Source: an optimization exercise on an open RTL-to-GDS flow (aim: small area, a short achievable clock period and few clock cycles). Production flows keep margins and buffers that such runs may drop. In this exercise RTL edits were held to simulation tests only and were not proved equivalent to the original. Power is estimated from default activity; no workload was simulated.

$ cat design/flow/run.sh
#!/bin/bash
# synth_recipe.tcl (not shown) runs the flow's synth.tcl, then flattens the netlist and writes it again
# the make line also repeats each setting of config.mk as NAME=value (left out here)
make -C /OpenROAD-flow-scripts/flow DESIGN_CONFIG=/design/flow/config.mk WORK_HOME=/design/flow/orfs CLKGATE_MAP_FILE= SYNTH_SCRIPT=/design/flow/synth_recipe.tcl finish
$ cat design/flow/config.mk
export PLATFORM = sky130hd
export DESIGN_NAME = pl_ramp
export DESIGN_NICKNAME = pl_ramp
export VERILOG_FILES = /design/flow/design.v
export SDC_FILE = /design/flow/constraint.sdc
export NUM_CORES = 4
export LEC_CHECK = 0
export CAP_MARGIN = 20
export CORE_MARGIN = 2
export CORE_UTILIZATION = 25
export SLEW_MARGIN = 20
$ cat design/flow/constraint.sdc
create_clock -name core_clock -period 55.0 [get_ports {clk}]
set_input_delay 11.0000 -clock core_clock [delete_from_list [all_inputs] [get_ports {clk}]]
set_output_delay 11.0000 -clock core_clock [all_outputs]
set_load 0.01 [all_outputs]
$ cat design/flow/design.v
module f64_round (
    input         sign,
    input  [68:0] pn,
    input  [11:0] pexp,
    output [63:0] result,
    output        is_inf
);
    wire [52:0] m    = pn[68:16];
    wire        up   = pn[15] && ((|pn[14:0]) || pn[16]);
    wire [53:0] mr   = {1'b0, m} + {53'd0, up};
    wire [11:0] ex   = pexp + {11'd0, mr[53]};
    wire        norm = mr[53] || mr[52];
    assign is_inf = ex >= 12'd2047;
    assign result = is_inf ? {sign, 11'h7FF, 52'd0}
                           : {sign, norm ? ex[10:0] : 11'd0, mr[51:0]};
endmodule
module f64_mul_nat (
    input  [68:0] pn,
    input  [68:0] sg,
    input  [11:0] pexp,
    output [68:0] pn_next,
    output [68:0] sg_next,
    output [11:0] pexp_next
);
    wire [69:0] s  = {1'b0, pn} + {1'b0, sg};
    wire        up = s[69];
    assign pn_next   = up ? s[69:1] : s[68:0];
    assign sg_next   = up ? {1'b0, sg[68:1]} : sg;
    assign pexp_next = pexp + {11'd0, up};
endmodule
module f64_add (
    input  [63:0] a,
    input  [63:0] b,
    input         b_nan,
    input         b_inf,
    output [63:0] result
);
    wire        sa = a[63];
    wire        sb = b[63];
    wire [10:0] ea = a[62:52];
    wire [51:0] fa = a[51:0];
    wire a_nan = (&ea) && (|fa);
    wire a_inf = (&ea) && !(|fa);
    wire        a_big = a[62:0] >= b[62:0];
    wire        mag_eq = a[62:0] == b[62:0];
    wire [62:0] big = a_big ? a[62:0] : b[62:0];
    wire [62:0] sml = a_big ? b[62:0] : a[62:0];
    wire        s_big = a_big ? sa : sb;
    wire        sub = sa ^ sb;
    wire [10:0] eB = big[62:52];
    wire [10:0] eS = sml[62:52];
    wire        hB = |eB;
    wire        hS = |eS;
    wire [10:0] xB = {eB[10:1], eB[0] | !hB};
    wire [10:0] xS = {eS[10:1], eS[0] | !hS};
    wire [52:0] mB = {hB, big[51:0]};
    wire [52:0] mS = {hS, sml[51:0]};
    wire [10:0] d  = xB - xS;
    wire [5:0]  ds = (|d[10:6] || d[5:0] > 6'd56) ? 6'd56 : d[5:0];
    wire [55:0] sml_sh = {mS, 3'b000} >> ds;
    reg  [52:0] st_mask;
    integer j;
    always @* begin
        for (j = 0; j < 53; j = j + 1)
            st_mask[j] = (j + 3 < ds);
    end
    wire        sml_st = |(mS & st_mask);
    wire [55:0] sml_al = {sml_sh[55:1], sml_sh[0] | sml_st};
    wire [56:0] sum = sub ? ({1'b0, mB, 3'b000} - {1'b0, sml_al})
                          : ({1'b0, mB, 3'b000} + {1'b0, sml_al});
    wire        carry = sum[56];
    reg  [55:0] lim;
    always @* begin
        for (j = 0; j < 56; j = j + 1)
            lim[j] = ({5'd0, xB} == 16'd56 - j);
    end
    wire [55:0] lz_in = sum[55:0] | lim;
    reg  [5:0]  lz;
    always @* begin
        lz = 6'd0;
        for (j = 0; j < 56; j = j + 1)
            if (lz_in[j]) lz = 6'd55 - j;
    end
    wire [55:0] y   = carry ? {sum[56:2], sum[1] | sum[0]} : (sum[55:0] << lz);
    wire [11:0] ex  = carry ? {1'b0, xB} + 12'd1 : {1'b0, xB} - {6'd0, lz};
    wire [52:0] mant = y[55:3];
    wire        up   = y[2] && (y[1] || y[0] || y[3]);
    wire [53:0] mr   = {1'b0, mant} + {53'd0, up};
    wire [11:0] ex2  = ex + {11'd0, mr[53]};
    wire        norm = mr[53] || mr[52];
    wire        ovf  = ex2 >= 12'd2047;
    wire [63:0] rounded = ovf ? {s_big, 11'h7FF, 52'd0}
                              : {s_big, norm ? ex2[10:0] : 11'd0, mr[51:0]};
    assign result = (a_nan || b_nan || (a_inf && b_inf && (sa != sb))) ? 64'h7FF8000000000000 :
                    a_inf            ? a :
                    b_inf            ? b :
                    (mag_eq && sub)  ? 64'd0 :
                                       rounded;
endmodule
module pl_ramp (
    input             clk,
    input             rst,
    input             seg_valid,
    output            seg_ready,
    input      [63:0] seg_value,
    input      [63:0] seg_slope,
    input      [15:0] seg_len,
    output            out_valid,
    input             out_ready,
    output     [63:0] out_data
);
    reg        busy;
    reg        last;       
    reg        first;      
    reg [15:0] cnt;        
    reg [63:0] value;
    reg        sx;
    reg        x_spec;     
    reg        x_nan;
    reg [68:0] pn;
    reg [68:0] sg;
    reg [11:0] pexp;
    reg        ov;
    reg [63:0] od;
    reg        sv;
    reg [63:0] sd;
    wire [68:0] pn_next;
    wire [68:0] sg_next;
    wire [11:0] pexp_next;
    f64_mul_nat u_acc (
        .pn       (pn),
        .sg       (sg),
        .pexp     (pexp),
        .pn_next  (pn_next),
        .sg_next  (sg_next),
        .pexp_next(pexp_next)
    );
    wire [63:0] prod_r;
    wire        prod_big;
    f64_round u_round (
        .sign  (sx),
        .pn    (pn),
        .pexp  (pexp),
        .result(prod_r),
        .is_inf(prod_big)
    );
    wire        p_nan = x_nan || (x_spec && first);
    wire        p_inf = prod_big && !p_nan;
    wire [63:0] prod  = p_nan ? 64'h7FF8000000000000 : prod_r;
    wire [63:0] sum;
    f64_add u_add (
        .a     (value),
        .b     (prod),
        .b_nan (p_nan),
        .b_inf (p_inf),
        .result(sum)
    );
    wire issue = busy && !sv;
    wire take  = seg_ready;    
    always @(posedge clk) begin
        if (take) begin
            cnt    <= seg_len;
            last   <= seg_len == 16'd1;
            first  <= 1'b1;
            value  <= seg_value;
            sx     <= seg_slope[63];
            x_spec <= &seg_slope[62:52];
            x_nan  <= (&seg_slope[62:52]) && (|seg_slope[51:0]);
            pn     <= 69'd0;
            sg     <= {|seg_slope[62:52], seg_slope[51:0], 16'd0};
            pexp   <= {1'b0, seg_slope[62:53], seg_slope[52] | ~|seg_slope[62:52]};
        end else if (issue) begin
            cnt    <= cnt - 16'd1;
            last   <= cnt == 16'd2;
            first  <= 1'b0;
            pn     <= pn_next;
            sg     <= sg_next;
            pexp   <= pexp_next;
        end
        if (rst)
            busy <= 1'b0;
        else if (take)
            busy <= seg_valid && (seg_len != 16'd0);
        else if (issue && last)
            busy <= 1'b0;
        if (rst) begin
            ov <= 1'b0;
            sv <= 1'b0;
        end else if (!ov || out_ready) begin
            ov <= sv || issue;
            sv <= 1'b0;
        end else if (issue) begin
            sv <= 1'b1;
        end
        if (!ov || out_ready)
            od <= sv ? sd : sum;
        if (issue && ov && !out_ready)
            sd <= sum;
    end
    assign seg_ready = !busy || (last && !sv);
    assign out_valid = ov;
    assign out_data  = od;
endmodule
==> out/summary.md <==
The flow ran to the end and the layout has no timing, DRC or antenna violations. The synthesized design contains 276 enable-type register cells. The share of the cycle needed by the critical path after routing works out to 52.90%.

The maximum clock skew at final layout was 0.02235 ns. In this run the count of I/O pins placed on the die edge is 214. The largest net degree at the start of global routing is 94, and the total wire length is 214,000 um. In the layout the commonest cells are 782 x nand2_1, 659 x nor2_1, 459 x o21ai_0.

The DRC violations left is 0. The most instantiated flip-flop cell in the synthesis netlist was edfxtp_1. After detailed routing, the wire length on met1 is 89,440 um. For the worst setup path, the data required time is 55.37 ns. The number of violations reported at the end of detailed-routing iteration 0 is 6,115, and the post-synthesis xor/xnor area fraction is 4.628%. The detailed router used layers up to and including met5. Most area-hungry cell type in the Yosys netlist: edfxtp_1. The clock drives 366 sinks. The largest fanout of any net on the critical path was 76; the average instance area after synthesis was 7.377 sq um.

Worst min-delay path class: register to register. The worst setup path is captured at a register. The amount of wire on met2 after detailed routing was 91,250 um; the final-report hold violation count was 0.

The number of nets handed over by synthesis was 6,395. The combined buffer and inverter count along the critical path works out to 8. Horizontal die dimension: 424.1 um. By area the synthesized netlist is led by edfxtp_1 19%, ha_1 7.5%, nand2_1 6.7%, nor2_1 5.6%, o21ai_0 5.3%.

In this run the post-CTS setup repair buffer count came out at 0. The peak clock frequency supported by timing is 34.37 MHz. In this run the power density over the cells is 50.75 mW/mm^2. The top cell type by area accounts for 18.78% of the synthesized area.

The number of antenna violations at the first check in global routing was 6. The cell area that synthesis handed to floorplanning was 0.04412 sq mm. For the pin with the worst max-slew slack, the measured transition is 1.369 ns.

In this run the tool buffered the top-level ports with 213 buffer cells. Clock tree synthesis inserted a total of 45 buffers. Global routing finished with a remaining overflow of 0. The most common library cell in the layout ignoring fill and taps was nand2_1. The area share of fa/ha/maj cells after synthesis was 7.594%; the final count of negative-setup-slack endpoints was 0.

The synthesized design contains 366 register bits. The routed via count was 48,610. The number of standard cells after synthesis is 5,981. Summed over all cells, the static leakage comes to 0.01846 uW.

The congestion estimate from routability-driven global placement came to 1.080. From synthesis to final layout, the design area changed by 12.97%. The floorplan step defined a die boundary enclosing 0.1799 sq mm. Site row count: 154.

The synthesized-area fraction occupied by ao, oa, aoi and oai cells is 27.92%. The number of different library cells used by synthesis comes to 127. In the routed layout, each cell is associated on average with a via count of 5.822. The run gives 29.47 ns as the worst endpoint data arrival time.

The worst setup path is of the register to register kind. The run gives 45,160 as the via count of the first global-routing pass. Time the worst path needs with I/O delays and setup: 29.10 ns.

For this run, the number of Yosys warnings is 2. After Yosys synthesis, and, or, nand and nor cells account for 25.94% of the synthesized area. The run gives 310,200 um as the global-route wire length before repair.

The worst max-slew margin expressed relative to the limit was 7.793%. TritonCTS built the clock tree. Across the VDD grid, the largest voltage drop is 35.92 uV. Cells with a size suffix above 1 make up 6.426% of the layout.

Summing the sequential cell areas from Yosys gives 22.87% of the chip area. The dominant combinational cell family by area after synthesis is compound AO/OA/AOI/OAI gates. The slowest library cell on the worst path was nor2b_1.

Buffers inserted to repair hold after CTS numbered 0. The portion of synthesized area spent on multiplexers is 4.815%. The detail route stage leaves a number of antenna-violating nets equal to 0. After routing the design area is 0.04985 sq mm. The largest delay contributor family on the critical path was simple AND/OR/NAND/NOR gates. The final total negative setup slack is 0 ns.

The tool flagged a number of max-cap violations equal to 0. The cell occurring most often along the worst timing path was a21oi_1. The HPWL after detailed placement is 168,800 um. The deepest level of the CTS H-tree was 2. The final-report max-slew violation count is 0. Setup repair after global routing left no endpoint under its margin. The buffer type at the clock tree root was clkbuf_16. The first TritonRoute pass finished after 7 iterations. The instance area at placement came out at 0.04830 sq mm. After floorplanning, the core was sized to cover 0.1757 sq mm. No sink is reached through more buffers than the 3 on the longest clock path. Of all flip-flops after synthesis, the portion carrying an async set or reset was 0%. The final-stage net count came out at 6,385. For the worst-skew pair, the clock arrives at the later sink with an insertion delay of 0.64 ns. Measured along the y axis, the die boundary spans 424.1 um. The count of instances resized after the clock tree is built was 0; the clock slew seen by the registers of the worst setup and hold paths was 0.06 ns. Total length of routed met3 wires: 20,360 um. Dividing the detail-routed wire length by the instance count gives 25.63 um. The run gives 25.11% as the initial core utilization.

Global routing used 22.71% of the available tracks across all layers. The longest individual stage delay on the worst path is 1.03 ns. The worst setup path is launched from a register.
==> sequential cells by signal (all words and copies together) (netlist names) <==
signal	cells
busy	1
cnt	16
first	1
last	1
od	64
ov	1
pexp	12
pn	69
sd	64
sg	69
sv	1
sx	1
value	64
x_nan	1
x_spec	1
==> kinds of logic after synthesis <==
kind of cell	Yosys count
AND/OR/NAND/NOR	2434
adder cells (fa/ha/maj)	266
AO/OA/AOI/OAI	1874
XOR/XNOR	231
flip-flops	366
buffers and inverters	611
multiplexers	199
==> through the flow <==
step           hold WS (ns)  instances  setup WS, ns  power (uW)  util (%)
3_5_place_dp         0.4506       8263         26.70        2137     27.48
4_1_cts              0.4589       8346         26.62        2461     28.35
6_report             0.4562       8349         25.90        2530     28.36
2_1_floorplan        0.4400       5981         32.81        1503         -
3_3_place_gp         0.4511       8263         27.10        2144     27.48
5_1_grt              0.4950       8347         24.21        2634     28.36
==> area by class of cell <==
type	count	area [sq um]
Multi-Input combinational cell	5004	31490
Sequential cell	366	10090
Timing Repair Buffer	319	2928
Clock inverter	24	302.8
Fill cell	19330	125900
Antenna cell	2	5.005
Clock buffer	59	1210
Tap cell	2340	2928
Inverter	235	889.6
==> cells in the mapped netlist (all sizes together), types with 94 or more instances <==
library cell / number
xnor2: 137
nor2: 671
nand3: 171
buf: 149
nand4: 97
ha: 263
nand2: 787
a211oi: 131
a21oi: 438
nor3: 239
clkbuf: 225
edfxtp: 276
xor2: 94
inv: 234
o21ai: 494
mux2i: 138
==> where the power goes <==
group | total, uW | switching [uW] | leakage (uW) | internal (uW)
combinational | 1810 | 1250 | 0.0142 | 560
clock | 312 | 128 | 0.000740 | 184
sequential | 410 | 35.7 | 0.00356 | 374
total | 2530 | 1410 | 0.0185 | 1120
==> routing by layer <==
layer,track usage [%],vias to the layer above
met1,29.91,23370
met5,0,-
met2,34.38,2551
li1,-,22180
met4,11.83,6
met3,5.247,506
==> worst min-delay path, cell delays in order (launching register included) <==
cell and delay, ns:
dfxtp_1 0.31, nand2_1 0.05, a21oi_1 0.05
==> path summary, 6_finish.rpt <==
kind / start / to / slack [ns] / cells after the start
worst max-delay path: pn[23] / od[8] / 25.90 / 95
worst min register to register: sg[0] / sg[0] / 0.46 / 2
worst max register to register: pn[23] / od[8] / 25.90 / 95
worst min-delay path: sg[0] / sg[0] / 0.46 / 2
Testbench counts, summed over its fixed seeds: cycles 127,440.

-- afterwards: timing with drivers on the ports --
In the flow no input, the clock included, has a driving cell. The finished layout below was timed again as built, in two steps.
Step 1 sets driving cells, clkbuf_16 on the clock port and buf_2 on the other inputs (assumed; they add their load-dependent delay and slew).
Step 2 adds t to the input delays and takes it off the output delays; t is the mean of the earliest and latest rising clock arrival at the registers after step 1. Input paths then give back, and output paths get back, about the clock's delay inside the block.
Slacks: ideal / step 1 / step 2; pairs: ideal / step 1.
shift t [ns]: 0.707
setup WS [ns]: 25.905 / 25.905 / 25.905
hold slack, ns: 0.456 / 0.456 / 0.456
latest minus earliest clock arrival (ns): 0.023 / 0.022
pins driven straight from the clock port: 1
After both steps setup and hold are still met in this run. The setup slack of this run moves by 0.000 ns with the drivers and by 0.000 ns with both steps.
